Context: an optimization exercise on an open-source flow, tuned for small area, a short achievable clock period and few clock cycles. The choices shown serve that exercise and are no tape-out recipe. No functional check of the RTL was part of this run. Power figures rest on the tool's default switching activity, not on a simulated workload.

==> flow/design.v <==
module hbd_field_unit (
    input  wire         clk,
    input  wire         rst_n,
    input  wire         start,
    input  wire [2:0]   op,
    input  wire         sel,
    input  wire [127:0] a,
    input  wire [127:0] b,
    input  wire [127:0] p,
    output reg          busy,
    output reg          done,
    output reg  [1:0]   err,
    output reg  [127:0] result
);
    localparam [2:0] OP_FADD = 3'd0,
                     OP_FSUB = 3'd1,
                     OP_FMUL = 3'd2,
                     OP_FNEG = 3'd3,
                     OP_FINV = 3'd4,
                     OP_FSEL = 3'd5;
    localparam [1:0] ERR_NONE    = 2'd0,
                     ERR_RANGE   = 2'd1,
                     ERR_ILLEGAL = 2'd2;
    localparam [3:0] S_IDLE = 4'd0,
                     S_CHKA = 4'd1,    
                     S_CHKB = 4'd2,    
                     S_NEG  = 4'd3,    
                     S_LDA  = 4'd4,    
                     S_ADD  = 4'd5,    
                     S_FIX  = 4'd6,    
                     S_FWD  = 4'd7,    
                     S_MM   = 4'd8;    
    localparam integer NSTEP = 33;     
    reg [3:0]   state;
    reg [2:0]   op_q;
    reg         sel_q;
    reg         a_bad;
    reg         sub1;                  
    reg [127:0] v;
    reg [128:0] r;
    reg [127:0] p_q;
    reg [3:0]   pinv;                  
    reg [129:0] S;
    reg [129:0] C;
    reg         ci;
    reg [3:0]   d_q;
    reg [7:0]   cnt;
    reg [6:0]   ecnt;
    reg         ph_ml;                 
    reg         fin;                   
    reg         r_one;                 
    reg         ysel;                  
    reg         ebit;
    reg  [128:0] Z;
    reg  [1:0]   zsel;
    always @(*) begin
        case (zsel)
            2'd0:    Z = {v, 1'b0};
            2'd1:    Z = {1'b0, v};
            default: Z = r;
        endcase
    end
    wire [129:0] D    = {1'b0, Z} - {2'b00, p_q};
    wire         Dneg = D[129];
    wire [127:0] Zred = Dneg ? Z[127:0] : D[127:0];
    wire [129:0] T = S + C + {129'd0, ci};
    wire [128:0] y = ysel ? r : {1'b0, v};
    wire [7:0]   dy_lo = d_q * y[3:0];
    wire [3:0]   lo = S[3:0] + C[3:0] + {3'd0, ci} + dy_lo[3:0];
    wire [7:0]   q_full = lo * pinv;
    wire [3:0]   q = q_full[3:0];
    wire [133:0] rS  = {4'd0, S};
    wire [133:0] rC  = {4'd0, C};
    wire [133:0] y0  = d_q[0] ? {5'd0, y}       : 134'd0;
    wire [133:0] y1  = d_q[1] ? {4'd0, y, 1'b0} : 134'd0;
    wire [133:0] y2  = d_q[2] ? {3'd0, y, 2'b0} : 134'd0;
    wire [133:0] y3  = d_q[3] ? {2'd0, y, 3'b0} : 134'd0;
    wire [133:0] p0  = q[0] ? {6'd0, p_q}       : 134'd0;
    wire [133:0] p1  = q[1] ? {5'd0, p_q, 1'b0} : 134'd0;
    wire [133:0] p2  = q[2] ? {4'd0, p_q, 2'b0} : 134'd0;
    wire [133:0] p3  = q[3] ? {3'd0, p_q, 3'b0} : 134'd0;
    wire [133:0] s1a = rS ^ rC ^ y0;
    wire [133:0] c1a = {((rS & rC) | (rS & y0) | (rC & y0)), ci};
    wire [133:0] s1b = y1 ^ y2 ^ y3;
    wire [133:0] c1b = {((y1 & y2) | (y1 & y3) | (y2 & y3)), 1'b0};
    wire [133:0] s2a = s1a ^ c1a ^ s1b;
    wire [133:0] c2a = {((s1a & c1a) | (s1a & s1b) | (c1a & s1b)), 1'b0};
    wire [133:0] s3a = s2a ^ c2a ^ c1b;
    wire [133:0] c3a = {((s2a & c2a) | (s2a & c1b) | (c2a & c1b)), 1'b0};
    wire [133:0] s1q = p0 ^ p1 ^ p2;
    wire [133:0] c1q = {((p0 & p1) | (p0 & p2) | (p1 & p2)), 1'b0};
    wire [133:0] s4a = s3a ^ c3a ^ p3;
    wire [133:0] c4a = {((s3a & c3a) | (s3a & p3) | (c3a & p3)), 1'b0};
    wire [133:0] s4b = s4a ^ c4a ^ s1q;
    wire [133:0] c4b = {((s4a & c4a) | (s4a & s1q) | (c4a & s1q)), 1'b0};
    wire [133:0] s5  = s4b ^ c4b ^ c1q;
    wire [133:0] c5  = {((s4b & c4b) | (s4b & c1q) | (c4b & c1q)), 1'b0};
    wire [129:0] S_mm  = s5[133:4];
    wire [129:0] C_mm  = c5[133:4];
    wire         ci_mm = |s5[3:0];
    wire         mm_last = (cnt == NSTEP - 1);
    wire [131:0] r_pad = {3'd0, r};
    wire [7:0]   cnt_n = cnt + 8'd1;
    wire [3:0]   d_nxt = r_pad[{cnt_n[5:0], 2'b00} +: 4];
    wire [127:0] e_val = p_q - 128'd2;
    wire [3:0]   pl  = p_q[3:0];
    wire [7:0]   pl2 = pl * pl;
    wire [3:0]   t2  = 4'd2 - pl2[3:0];
    wire [7:0]   inv8 = pl * t2;
    wire [3:0]   pinv_c = 4'd0 - inv8[3:0];
    wire uses_b  = (op_q == OP_FADD) || (op_q == OP_FSUB) ||
                   (op_q == OP_FMUL) || (op_q == OP_FSEL);
    wire illegal = (op_q == 3'd6) || (op_q == 3'd7);
    reg [128:0] r_add;
    reg         r_we;
    always @(*) begin
        r_add = T[128:0];
        r_we  = 1'b1;
        if (op_q == OP_FINV && !fin) begin
            if (!ph_ml) begin
                r_we = !r_one;
            end else begin
                r_we = ebit;
                if (r_one) r_add = {1'b0, v};
            end
        end
    end
    always @(*) begin
        case (state)
            S_CHKA:  zsel = 2'd1;
            S_FWD:   zsel = 2'd0;
            default: zsel = 2'd2;
        endcase
    end
    always @(posedge clk) begin
        ebit <= e_val[~ecnt];
        if (!rst_n) begin
            state  <= S_IDLE;
            busy   <= 1'b0;
            done   <= 1'b0;
            err    <= ERR_NONE;
            result <= 128'd0;
        end else begin
            done <= 1'b0;
            case (state)
                S_IDLE: begin
                    if (start) begin
                        op_q  <= op;
                        sel_q <= sel;
                        v     <= a;
                        r     <= {1'b0, b};
                        p_q   <= p;
                        busy  <= 1'b1;
                        state <= S_CHKA;
                    end
                end
                S_CHKA: begin
                    a_bad <= !Dneg;
                    pinv  <= pinv_c;
                    if (illegal) begin
                        err   <= ERR_ILLEGAL;
                        done  <= 1'b1;
                        busy  <= 1'b0;
                        state <= S_IDLE;
                    end else begin
                        state <= S_CHKB;
                    end
                end
                S_CHKB: begin
                    cnt   <= 8'd0;
                    sub1  <= (op_q == OP_FSUB);
                    if (a_bad || (uses_b && !Dneg)) begin
                        err   <= ERR_RANGE;
                        done  <= 1'b1;
                        busy  <= 1'b0;
                        state <= S_IDLE;
                    end else begin
                        case (op_q)
                            OP_FADD: state <= S_LDA;
                            OP_FSUB: state <= S_NEG;
                            OP_FNEG: begin
                                r     <= {1'b0, v};
                                state <= S_NEG;
                            end
                            OP_FSEL: begin
                                if (!sel_q) r <= {1'b0, v};
                                state <= S_FIX;
                            end
                            default: state <= S_FWD;   
                        endcase
                    end
                end
                S_NEG: begin
                    S     <= {2'b00, p_q};
                    C     <= ~{1'b0, r};
                    ci    <= 1'b1;
                    state <= S_ADD;
                end
                S_LDA: begin
                    S     <= {2'b00, v};
                    C     <= {1'b0, r};
                    ci    <= 1'b0;
                    state <= S_ADD;
                end
                S_FWD: begin
                    v   <= Zred;
                    cnt <= cnt_n;
                    if (cnt == 8'd131) begin
                        S     <= 130'd0;
                        C     <= 130'd0;
                        ci    <= 1'b0;
                        cnt   <= 8'd0;
                        d_q   <= r[3:0];
                        ecnt  <= 7'd0;
                        ph_ml <= 1'b0;
                        r_one <= 1'b1;
                        fin   <= (op_q == OP_FMUL);
                        ysel  <= (op_q == OP_FINV);
                        state <= S_MM;
                    end
                end
                S_MM: begin
                    S   <= S_mm;
                    C   <= C_mm;
                    ci  <= ci_mm;
                    d_q <= d_nxt;
                    cnt <= cnt_n;
                    if (mm_last) state <= S_ADD;
                end
                S_ADD: begin
                    if (r_we) r <= r_add;
                    if (op_q == OP_FINV && !fin) begin
                        S     <= 130'd0;
                        C     <= 130'd0;
                        ci    <= 1'b0;
                        cnt   <= 8'd0;
                        d_q   <= r_we ? r_add[3:0] : r[3:0];
                        state <= S_MM;
                        if (!ph_ml) begin
                            if (!r_one) begin end
                            ph_ml <= 1'b1;
                            ysel  <= 1'b0;
                        end else begin
                            ph_ml <= 1'b0;
                            if (ebit) r_one <= 1'b0;
                            ecnt  <= ecnt + 7'd1;
                            if (ecnt == 7'd127) begin
                                fin  <= 1'b1;
                                v    <= 128'd1;
                                ysel <= 1'b0;
                            end else begin
                                ysel <= 1'b1;
                            end
                        end
                    end else if (sub1) begin
                        sub1  <= 1'b0;
                        state <= S_LDA;
                    end else begin
                        state <= S_FIX;
                    end
                end
                S_FIX: begin
                    result <= Zred;
                    err    <= ERR_NONE;
                    done   <= 1'b1;
                    busy   <= 1'b0;
                    state  <= S_IDLE;
                end
                default: begin
                    busy  <= 1'b0;
                    state <= S_IDLE;
                end
            endcase
        end
    end
endmodule
==> flow/run.sh <==
#!/bin/bash
# synth_recipe.tcl (not shown) runs the flow's synth.tcl, then flattens the netlist and writes it again
# the make line also repeats each setting of config.mk as NAME=value (left out here)
make -C /OpenROAD-flow-scripts/flow DESIGN_CONFIG=/design/flow/config.mk WORK_HOME=/design/flow/orfs CLKGATE_MAP_FILE= SYNTH_SCRIPT=/design/flow/synth_recipe.tcl finish
==> flow/config.mk <==
export PLATFORM = sky130hd
export DESIGN_NAME = hbd_field_unit
export DESIGN_NICKNAME = hbd_field_unit
export VERILOG_FILES = /design/flow/design.v
export SDC_FILE = /design/flow/constraint.sdc
export NUM_CORES = 4
export LEC_CHECK = 0
export CAP_MARGIN = 20
export CORE_MARGIN = 2
export CORE_UTILIZATION = 40
export PLACE_DENSITY = 0.6
export SLEW_MARGIN = 20
==> flow/constraint.sdc <==
create_clock -name core_clock -period 12.0 [get_ports {clk}]
set_input_delay 2.4000 -clock core_clock [delete_from_list [all_inputs] [get_ports {clk}]]
set_output_delay 2.4000 -clock core_clock [all_outputs]
set_load 0.01 [all_outputs]
==> metrics.md <==
| Metric | Value |
|---|---|
| Result of the run | finished with violations |
| Failing layout criteria | slew limit |
| Resized cells post-CTS | 0 |
| Number of warnings issued by yosys | 1 |
| Number of hold buffers added after cts | 0 |
| Number of enable flip-flop cells after synthesis | between 600 and 700 |
| Number of CTS-inserted buffers | ~110 |
| Final global-route overflow total | 0 |
| Final worst setup slack | about 3.3 ns |
| Count of cell types in the netlist | a little over 100 |
| Wire length per cell | around 33 µm |
| Starting DRT DRC Count | about 12,000 |
| Final worst path period share | between 70 and 80% |
| Share of cells above drive strength 1 | 4.565% |
| Count of input and output buffers | between 500 and 600 |
| Sw Share | a little under half |
| Post-synth ARST share | 0% |
| Post-place setup slack | around 3.7 ns |
| Overall track demand over capacity in global routing | a little under two fifths |
| Total DRC errors in the routed layout | 0 |
| Starting density of the core | between 40% and 50% |
| Crit path time final | ~8.7 ns |
| Worst Hold Class | reg2reg |
| Final hold viol count | 0 |
| Endpoint type of the worst setup path | flop |
| Unrepaired setup endpoints after global routing | false |
| Drt via density | 6.303 |
| Most used standard cells in the synthesized netlist | sky130_fd_sc_hd__inv_1, sky130_fd_sc_hd__nand2_1, sky130_fd_sc_hd__fa_1, sky130_fd_sc_hd__edfxtp_1, sky130_fd_sc_hd__o21ai_0 |
| Total I/O pin count | between 500 and 600 |
| Data arrival at the endpoint of the critical path | around 9 ns |
| Via count of the first global-routing pass | between 80,000 and 90,000 |
| Highest metal layer used by the detailed router | met5 |
| First-pass DRT Iterations | 8 |
| Relative contribution of combinational cells to total power | a little under three fifths |
| Setup Crit Path Kind | reg2reg |
| Clock tree from TritonCTS | built |
| Pwr dens | 163.4 nW/µm² |
| Maximum fanout along the worst path | 135 |
| Number of setup buffers added after CTS | 0 |
| Max-slew headroom | -0.09435% |
| H-tree level count | 3 |
| Area share of the largest cell type after synthesis | a little under a quarter |
| Cell count after synthesis | just over 10,000 |
| VDD IR max | 0.2293 mV |
| Most used flip-flop cell after synthesis | sky130_fd_sc_hd__edfxtp_1 |
| Floorplan core area | 227,300 µm² |
| Number of buffers on the longest clock path | 3 |
| Half-perimeter wire length after placement | between 300,000 and 400,000 µm |
| Y dimension of the die | 482.2 µm |
| Die X | ~480 µm |
| Switching Power | a little under 8 mW |
| Final slew viol count | 7 |
| Worst Skew | 0.05712 ns |
| Detail Route Antenna Nets | 0 |
| Leakage | 41.78 nW |
| Power Internal | 9.000 mW |
| Netlist Area Pre-Place | 91,480 µm² |
| Post-route met1 wirelength | 181,500 µm |
| Met3 wire length | about 77,000 µm |
| Floorplan die area | approximately 230,000 µm² |
| Wire length on met2 | between 150,000 and 200,000 µm |
| Seq/Total Area, Yosys | 25.29% |
| Required time reported for the critical path endpoint | 12.38 ns |
| Count of nets after finishing | 11,950 |
| Clock-pin slew of the registers on the worst-case setup and hold paths | about 0.06 ns |
| Filler Cell Count | 21,900 |
| Largest net degree at the start of global routing | 142 |
| Cell type contributing the most total cell area after synthesis | sky130_fd_sc_hd__fa_1 |
| Setup TNS after final layout | 0 ns |
| Most numerous cell in the Yosys netlist | sky130_fd_sc_hd__inv_1 |
| Synthesis-to-layout area growth | 12.89% |
| Leading post-synthesis cells by cell area | sky130_fd_sc_hd__fa_1, sky130_fd_sc_hd__edfxtp_1, sky130_fd_sc_hd__inv_1 |
| Final-report setup violation count | 0 |
| Clock Root Buffer | sky130_fd_sc_hd__clkbuf_16 |
| Timing-limited maximum frequency | 115.5 MHz |
| Synthesized net count | around 12,000 |
| Number of antenna violations at the first check in global routing | 41 |
| Max cap viols | 0 |
| Row Count | around 180 |
| Number of storage elements in the synthesis netlist | 816 |
| Clock share of power | a little over a fifth |
| Worst Setup Start Kind | flop |
| Number of sinks on the clock net | 816 |
| Sequential group share of total power | a little over a fifth |
| Mean instance size in the synthesized netlist | 9.054 µm² |
| Vias post-DR | about 84,000 |
| Wire length of the first global-routing pass | approximately 620,000 µm |
| Transition at the pin with the smallest max-transition slack | 1.501 ns |
| GP Congestion | roughly 1.1 |
| Post-Route WL | 444,800 µm |
| Insertion delay of the later-clocked pin in the worst-skew pair | ~0.83 ns |
==> worst paths after layout <==
check,slack [ns],from,cells after the start,end
max,3.34,state[0],22,r[40]
min reg2reg,0.47,result[0],2,result[0]
min,0.47,result[0],2,result[0]
max reg2reg,3.34,state[0],22,r[40]
==> metrics by stage <==
stage	instances	utilization [%]	hold slack [ns]	area, µm²	power [mW]
after floorplan	10100	-	0.4550	91480	9.724
after global placement	13140	43.74	0.4479	99410	12.81
after detailed placement	13140	43.74	0.4492	99420	12.95
after CTS	13350	45.42	0.4704	103200	16.70
after global routing	13350	45.43	0.5077	103200	18.03
final	13360	45.44	0.4724	103300	16.88
==> final cells by class <==
type	count	area (µm²)	area share (%)
Clock inverter	75	858.3	0.8312
Clock buffer	133	2954	2.861
Antenna cell	11	27.53	0.02666
Sequential cell	816	23130	22.40
Inverter	1312	4932	4.776
Tap cell	3009	3765	3.646
Multi-Input combinational cell	7324	61050	59.12
Timing Repair Buffer	679	6551	6.344
==> metal layers <==
| layer | vias up | GRT usage [%] |
|---|---|---|
| met5 | - | 0 |
| met3 | 769 | 18.30 |
| li1 | 34870 | - |
| met4 | 10 | 13.31 |
| met1 | 42390 | 53.25 |
| met2 | 6173 | 48.73 |
==> cell usage in the layout, fill, tap and decap left out, types with 114 or more instances in the layout <==
| cell | synthesis | routed |
|---|---|---|
| sky130_fd_sc_hd__clkbuf_16 | 0 | 114 |
| sky130_fd_sc_hd__and3_1 | 191 | 191 |
| sky130_fd_sc_hd__inv_1 | 1310 | 1310 |
| sky130_fd_sc_hd__edfxtp_1 | 679 | 679 |
| sky130_fd_sc_hd__a21o_1 | 152 | 152 |
| sky130_fd_sc_hd__nor2_1 | 363 | 358 |
| sky130_fd_sc_hd__o221ai_1 | 247 | 247 |
| sky130_fd_sc_hd__buf_4 | 13 | 146 |
| sky130_fd_sc_hd__clkdlybuf4s50_1 | 0 | 521 |
| sky130_fd_sc_hd__mux2i_1 | 159 | 159 |
| sky130_fd_sc_hd__nand2_1 | 1093 | 1087 |
| sky130_fd_sc_hd__nor2b_1 | 478 | 478 |
| sky130_fd_sc_hd__xor2_1 | 125 | 124 |
| sky130_fd_sc_hd__nand4_1 | 138 | 138 |
| sky130_fd_sc_hd__a22oi_1 | 243 | 243 |
| sky130_fd_sc_hd__a21oi_1 | 593 | 592 |
| sky130_fd_sc_hd__dfxtp_1 | 137 | 137 |
| sky130_fd_sc_hd__o21ai_0 | 625 | 623 |
| sky130_fd_sc_hd__xnor2_1 | 192 | 190 |
| sky130_fd_sc_hd__fa_1 | 1029 | 1029 |
| sky130_fd_sc_hd__ha_1 | 289 | 285 |
| sky130_fd_sc_hd__and2_1 | 336 | 333 |
==> registers in the layout, summed over array words and instances (netlist names) <==
name	count
ci	1
ebit	1
pinv	4
C	130
fin	1
done	1
p_q	128
v	128
ph_ml	1
a_bad	1
err	2
result	128
op_q	3
d_q	4
r	129
sel_q	1
state	4
r_one	1
cnt	8
sub1	1
ysel	1
busy	1
ecnt	7
S	130
==> power groups by stage <==
stage	Sequential [mW]	Clock [mW]	Combinational [mW]
after global routing	3.60	3.76	10.7
after global placement	3.63	0	9.18
after detailed placement	3.63	0	9.32
after floorplan	3.45	0	6.27
final	3.62	3.66	9.60
after CTS	3.57	3.67	9.46
==> cells by family (layout without fill, tap and decap cells) <==
kind of cell,count (synthesis),count (layout),share of synthesized area [%]
xor+xnor,318,318,3.060
flops,816,816,25.29
compound gates,2411,2411,17.08
buf+inv,1964,2199,8.224
other cells,0,11,0
mux,204,204,2.823
fa+ha+maj,1318,1318,26.47
simple gates,3073,3073,17.06
==> critical path: stages (launching register included) <==
cell	delay (ns)
sky130_fd_sc_hd__dfxtp_1	0.67
sky130_fd_sc_hd__nor2b_1	0.35
sky130_fd_sc_hd__nand2_4	0.46
sky130_fd_sc_hd__nor2_4	0.33
sky130_fd_sc_hd__buf_12	0.62
sky130_fd_sc_hd__a22oi_1	0.23
sky130_fd_sc_hd__nand2_1	0.16
sky130_fd_sc_hd__ha_1	0.23
sky130_fd_sc_hd__nor2b_1	0.14
sky130_fd_sc_hd__o31a_1	0.29
sky130_fd_sc_hd__o311ai_0	0.77
sky130_fd_sc_hd__a2111oi_0	0.31
sky130_fd_sc_hd__buf_4	0.23
sky130_fd_sc_hd__o211ai_1	0.18
sky130_fd_sc_hd__o211a_1	0.50
sky130_fd_sc_hd__a2111oi_2	0.20
sky130_fd_sc_hd__o21ai_1	0.15
sky130_fd_sc_hd__and2_2	0.22
sky130_fd_sc_hd__inv_8	0.14
sky130_fd_sc_hd__or4b_1	0.53
sky130_fd_sc_hd__a211o_1	0.31
sky130_fd_sc_hd__a21oi_4	0.20
sky130_fd_sc_hd__buf_12	0.29

-- afterwards: timing with drivers on the ports --
How much do the figures lean on ideal ports? The routed layout below was timed once more, with nothing changed but the port constraints.
Step 1 assumes that a clkbuf_16 drives the clock port and a buf_2 every other input.
Step 2 also shifts input and output timing later by t, the mid clock arrival at the registers, as if the neighbouring blocks saw the same clock.
a / b / c = ideal / step 1 / step 2; a / b = the first two.
t (ns): 0.885
setup slack, ns: 3.342 / 3.342 / 3.342
worst setup path after step 2: register to register
worst slew at a driven data input, ns: 0.11
cell pins on the clock port's net: 1
The setup slack of this run moves by 0.000 ns with the drivers and by 0.000 ns with both steps.
